This is an optimization exercise on Yosys and OpenROAD, whose aim is a short achievable clock period and few clock cycles, not a production implementation.
RTL that was checked went through simulation tests only; none was proved equivalent to the original.
Power is estimated from default activity; no workload was simulated.

## ember
Design cs213_frame_dp, start of the top module:
module cs213_frame_dp (
    input              clk,
    input              rst,
    input              start,
    output             start_ready,
    input      [15:0]  cfg_key,
    input              cfg_enc,
    input              cfg_comp,
    input              cfg_cks,
    input      [15:0]  cfg_sum,
    input      [15:0]  cfg_stored,
    input      [19:0]  cfg_orig,
    input      [127:0] cfg_dict,
    input              in_valid,
    input      [7:0]   in_data,
    output             in_ready,
    output             out_valid,
    output     [7:0]   out_data,
    input              out_ready,
    output             done,
    output     [2:0]   err,
    output     [15:0]  checksum,
    output     [19:0]  out_count
);
Settings: LEC_CHECK=0, ABC_CLOCK_PERIOD_IN_PS=1800, CAP_MARGIN=20, CORE_MARGIN=2, CORE_UTILIZATION=40, SETUP_SLACK_MARGIN=3.2, SLEW_MARGIN=20; clock period 5.0 ns.
run.sh (not shown) runs the stock make flow with config.mk's settings and CLKGATE_MAP_FILE= SYNTH_SCRIPT=/design/flow/synth_recipe.tcl, a recipe that flattens the netlist after the stock synthesis.
#### Input delta (willow over ember)
diff --git a/flow/design.v b/flow/design.v
--- a/flow/design.v
+++ b/flow/design.v
@@ -36,16 +36,17 @@
             lfsr_step = {s[0] ^ s[6] ^ s[9] ^ s[13], s[15:1]};
         end
     endfunction
     integer i;
     reg          start_ready_r;
     reg          a_act;        
     reg [15:0]   a_rem;        
     reg          in_ready_r;
+    reg          in_nready;    
     reg          a_comp, a_cks;
     reg [15:0]   a_sum;
     reg [19:0]   a_orig;
     reg [7:0]    a_dict [0:15];
     reg [15:0]   ks;           
     reg          phase;        
     reg [7:0]    pad;          
     reg          f0, f1, f2, f3;
@@ -73,19 +74,22 @@
     reg          r_full;
     reg [2:0]    r_err;
     reg [15:0]   r_csum;
     reg [19:0]   r_cnt;
     reg [2:0]    q_err;
     reg [15:0]   q_csum;
     reg [19:0]   q_cnt;
     wire accept   = start && !a_act;
-    wire in_fire  = in_valid && in_ready_r;
+    wire in_fire  = in_valid && !in_nready;
     wire [15:0] cfg_ks  = cfg_enc ? lfsr_step(cfg_key) : 16'd0;
     wire [15:0] ks_next = lfsr_step(ks);
+    wire in_ready_next = accept  ? (cfg_stored != 16'd0) && room :
+                         in_fire ? (a_rem != 16'd1) && room :
+                                   a_act && (a_rem != 16'd0) && room;
     wire [7:0] db   = in_data ^ pad;
     wire       e    = d_v ? d_escn : esc;
     wire       is07 = (db == SENTINEL);
     wire       is00 = (db == 8'h00);
     wire       hinz = (db[7:4] != 4'd0);
     wire       run  = a_comp && e && !is00 && hinz;
     reg [7:0]  d_dict;
     always @(*) begin
@@ -96,84 +100,87 @@
     wire       tok_w = d_v && d_tokw;
     reg          cur_v;
     reg          cur_eof;
     reg          cur_last;     
     reg [3:0]    cur_cnt;
     reg [7:0]    cur_byte;
     reg          o_v;
     reg          o_done;
+    reg          o_nv;
+    reg          o_ndone;
     reg [7:0]    o_d;
     reg [7:0]    o_h;          
-    wire fin_go    = f3 && !tf_occ[FD-2] && (!r_full || o_done);
+    wire fin_go    = f3 && !tf_occ[FD-2] && (!r_full || !o_ndone);
     wire tf_we     = tok_w || fin_go;
     wire [13:0] tf_wd = fin_go ? 14'h3000 :
                         {1'b0, d_one, d_cnt, d_run ? d_dict : d_lit};
-    wire o_busy    = o_v && !out_ready;
+    wire o_busy    = !o_nv && !out_ready;
     wire prod_fire = cur_v && !o_busy;
     wire cur_free  = !cur_v || (!o_busy && cur_last);
     wire tf_re     = cur_free && !tf_empty;
     reg  [13:0] tf_head;
     always @(*) begin
         tf_head = 14'd0;
         for (i = 0; i < FD; i = i + 1)
             tf_head = tf_head | (tf_mem[i] & {14{tf_rp[i]}});
     end
     always @(posedge clk) begin
         if (rst) begin
             start_ready_r <= 1'b1;
             a_act      <= 1'b0;
             in_ready_r <= 1'b0;
+            in_nready  <= 1'b1;
             f0         <= 1'b0;
             f1         <= 1'b0;
             f2         <= 1'b0;
             f3         <= 1'b0;
             d_v        <= 1'b0;
             d_last     <= 1'b0;
             tf_wp      <= 1;
             tf_rp      <= 1;
             tf_occ     <= 0;
             r_full     <= 1'b0;
             cur_v      <= 1'b0;
             o_v        <= 1'b0;
             o_done     <= 1'b0;
+            o_nv       <= 1'b1;
+            o_ndone    <= 1'b1;
         end else begin
             start_ready_r <= (start_ready_r && !start) || fin_go;
             a_act         <= (a_act || start) && !fin_go;
             d_v    <= in_fire;
             d_last <= in_fire && (a_rem == 16'd1);
             f0 <= accept && (cfg_stored == 16'd0);
             f1 <= (d_v && d_last) || f0;
             f2 <= f1;
             if (f2)
                 f3 <= 1'b1;
             else if (fin_go)
                 f3 <= 1'b0;
-            if (accept)
-                in_ready_r <= (cfg_stored != 16'd0) && room;
-            else if (in_fire)
-                in_ready_r <= (a_rem != 16'd1) && room;
-            else
-                in_ready_r <= a_act && (a_rem != 16'd0) && room;
+            in_ready_r <= in_ready_next;
+            in_nready  <= !in_ready_next;
             if (tf_we)
                 tf_wp <= {tf_wp[FD-2:0], tf_wp[FD-1]};
             if (tf_re)
                 tf_rp <= {tf_rp[FD-2:0], tf_rp[FD-1]};
             if (tf_we && !tf_re)
                 tf_occ <= {tf_occ[FD-2:0], 1'b1};
             else if (!tf_we && tf_re)
                 tf_occ <= {1'b0, tf_occ[FD-1:1]};
             if (fin_go)
                 r_full <= 1'b1;
-            else if (o_done)
+            else if (!o_ndone)
                 r_full <= 1'b0;
             if (cur_free)
                 cur_v <= !tf_empty;
-            o_v    <= o_busy || (cur_v && !cur_eof);
-            o_done <= prod_fire && cur_eof;
+            o_v     <= o_busy || (cur_v && !cur_eof);
+            o_done  <= prod_fire && cur_eof;
+            o_nv    <= !(o_busy || (cur_v && !cur_eof));
+            o_ndone <= !(prod_fire && cur_eof);
         end
         if (!a_act) begin
             a_rem  <= cfg_stored;
             a_comp <= cfg_comp;
             a_cks  <= cfg_cks;
             a_sum  <= cfg_sum;
             a_orig <= cfg_orig;
             for (i = 0; i < 16; i = i + 1)
[summary]
Summary of willow over ember: synthesized area saw little to no change, power of the sequential group saw a decrease, synthesized cell count saw a decrease, share of total power in combinational logic saw a decrease, total area of multi-input combinational cells saw a decrease.
willow reports a higher sequential share of layout area than ember does.
Biggest fanout along the worst timing path for willow: 2 down relative to ember
Diff ember -> willow | count of plain and timing-repair buffers | down by a little under 10%
Wire length on met1 came out higher on willow than on ember.
Row non-clock inverter total of the final layout: willow higher / ember lower
Post-synthesis to final-layout area growth is higher on ember
Setup slack: willow more than ember
Summary: with ember as the reference, total detailed-routing wirelength in willow moved down by a few percent.
Every run in the comparison, ember and willow, completed the flow with a clean layout.
Testbench counts of willow, summed over its fixed seeds: cycles 37,093.
The RTL of ember was laid out without a check of its function.

========
cs213_frame_dp, a different RTL version from the one above (not shown whole).
For scale: roughly 1500 cells after synthesis, ~560 flip-flops, ~22000 µm² of cells after synthesis.
// cs213_frame_dp
module cs213_frame_dp (
    input              clk,
    input              rst,
    input              start,
    output             start_ready,
    input      [15:0]  cfg_key,
    input              cfg_enc,
    input              cfg_comp,
    input              cfg_cks,
    input      [15:0]  cfg_sum,
    input      [15:0]  cfg_stored,
    input      [19:0]  cfg_orig,
    input      [127:0] cfg_dict,
    input              in_valid,
    input      [7:0]   in_data,
    output             in_ready,
    output             out_valid,
    output     [7:0]   out_data,
    input              out_ready,
    output             done,
    output     [2:0]   err,
    output     [15:0]  checksum,
    output     [19:0]  out_count
);
clock: 5.0 ns
lec_check: 0
abc_clock_period_in_ps: 1800
cap_margin: 20
core_margin: 2
core_utilization: 40
cts_cluster_diameter: 200
cts_cluster_size: 30
setup_slack_margin: 3.2
slew_margin: 20
Next try:
--- a/flow/design.v
+++ b/flow/design.v
@@ -20,21 +20,21 @@
     output             done,
     output     [2:0]   err,
     output     [15:0]  checksum,
     output     [19:0]  out_count
 );
     localparam [2:0] E_OK        = 3'd0,
                      E_INTEGRITY = 3'd2,
                      E_SIZE      = 3'd3,
                      E_TRUNC     = 3'd6;
     localparam [7:0] SENTINEL = 8'h07;
-    localparam FAW  = 4;                 
+    localparam FAW  = 3;                 
     localparam FD   = 1 << FAW;          
     localparam ROOM = FD - 3;            
     function [15:0] lfsr_step;
         input [15:0] s;
         begin
             lfsr_step = {s[0] ^ s[6] ^ s[9] ^ s[13], s[15:1]};
         end
     endfunction
     integer i;
     reg          start_ready_r;
What happened: The new run completed with no timing, DRC or antenna violations; die area is lower by 17%; wire length is lower by 13%; global-route usage is higher by 1.1 points; via count is lower by 12%; final cell count is lower by 13%; count of clock-buffer cells in the layout is lower by 7; sequential power is lower by 18%; first-iteration DRC count is lower by 2.6%; non-clock buffer count is lower by 1.
No run of this note included a check of the RTL's function; only the layout flow was run.

afterwards: timing with drivers on the ports:
How much do the figures lean on ideal ports? The routed layouts below were timed once more, with nothing changed but the port constraints. Step 1 (the two cells are an assumption about what drives the block):
set clk [get_ports {clk}]
set_driving_cell -lib_cell sky130_fd_sc_hd__clkbuf_16 $clk
set_driving_cell -lib_cell sky130_fd_sc_hd__buf_2 [delete_from_list [all_inputs] $clk]
Step 2 adds t to the input delays and takes it off the output delays; t is the mean of the earliest and latest rising clock arrival at the registers after step 1. Input paths then give back, and output paths get back, about the clock's delay inside the block. a / b / c = ideal ports / drivers / drivers and shift; a / b = the first two.
| run | t, ns | slack for setup (ns) | hold WS [ns] | latest minus earliest clock arrival (ns) | pins driven straight from the clock port |
|---|---|---|---|---|---|
| ember | 0.666 | 2.883 / 2.822 / 2.444 | 0.336 / 0.336 / 0.336 | 0.024 / 0.024 | 1 |
| willow | 0.655 | 2.908 / 2.850 / 2.551 | 0.334 / 0.334 / 0.334 | 0.032 / 0.032 | 1 |
| the first run of note 2 | 0.627 | 2.722 / 2.718 / 2.165 | 0.451 / 0.451 / 0.451 | 0.033 / 0.033 | 1 |
| the second run of note 2 | 0.609 | 2.518 / 2.518 / 1.997 | 0.451 / 0.451 / 0.451 | 0.058 / 0.059 | 1 |
After both steps setup and hold are still met in every run listed. For the first run of note 2, which loses most, drivers alone change the setup slack by -0.004 ns; drivers and shift together by -0.557 ns.
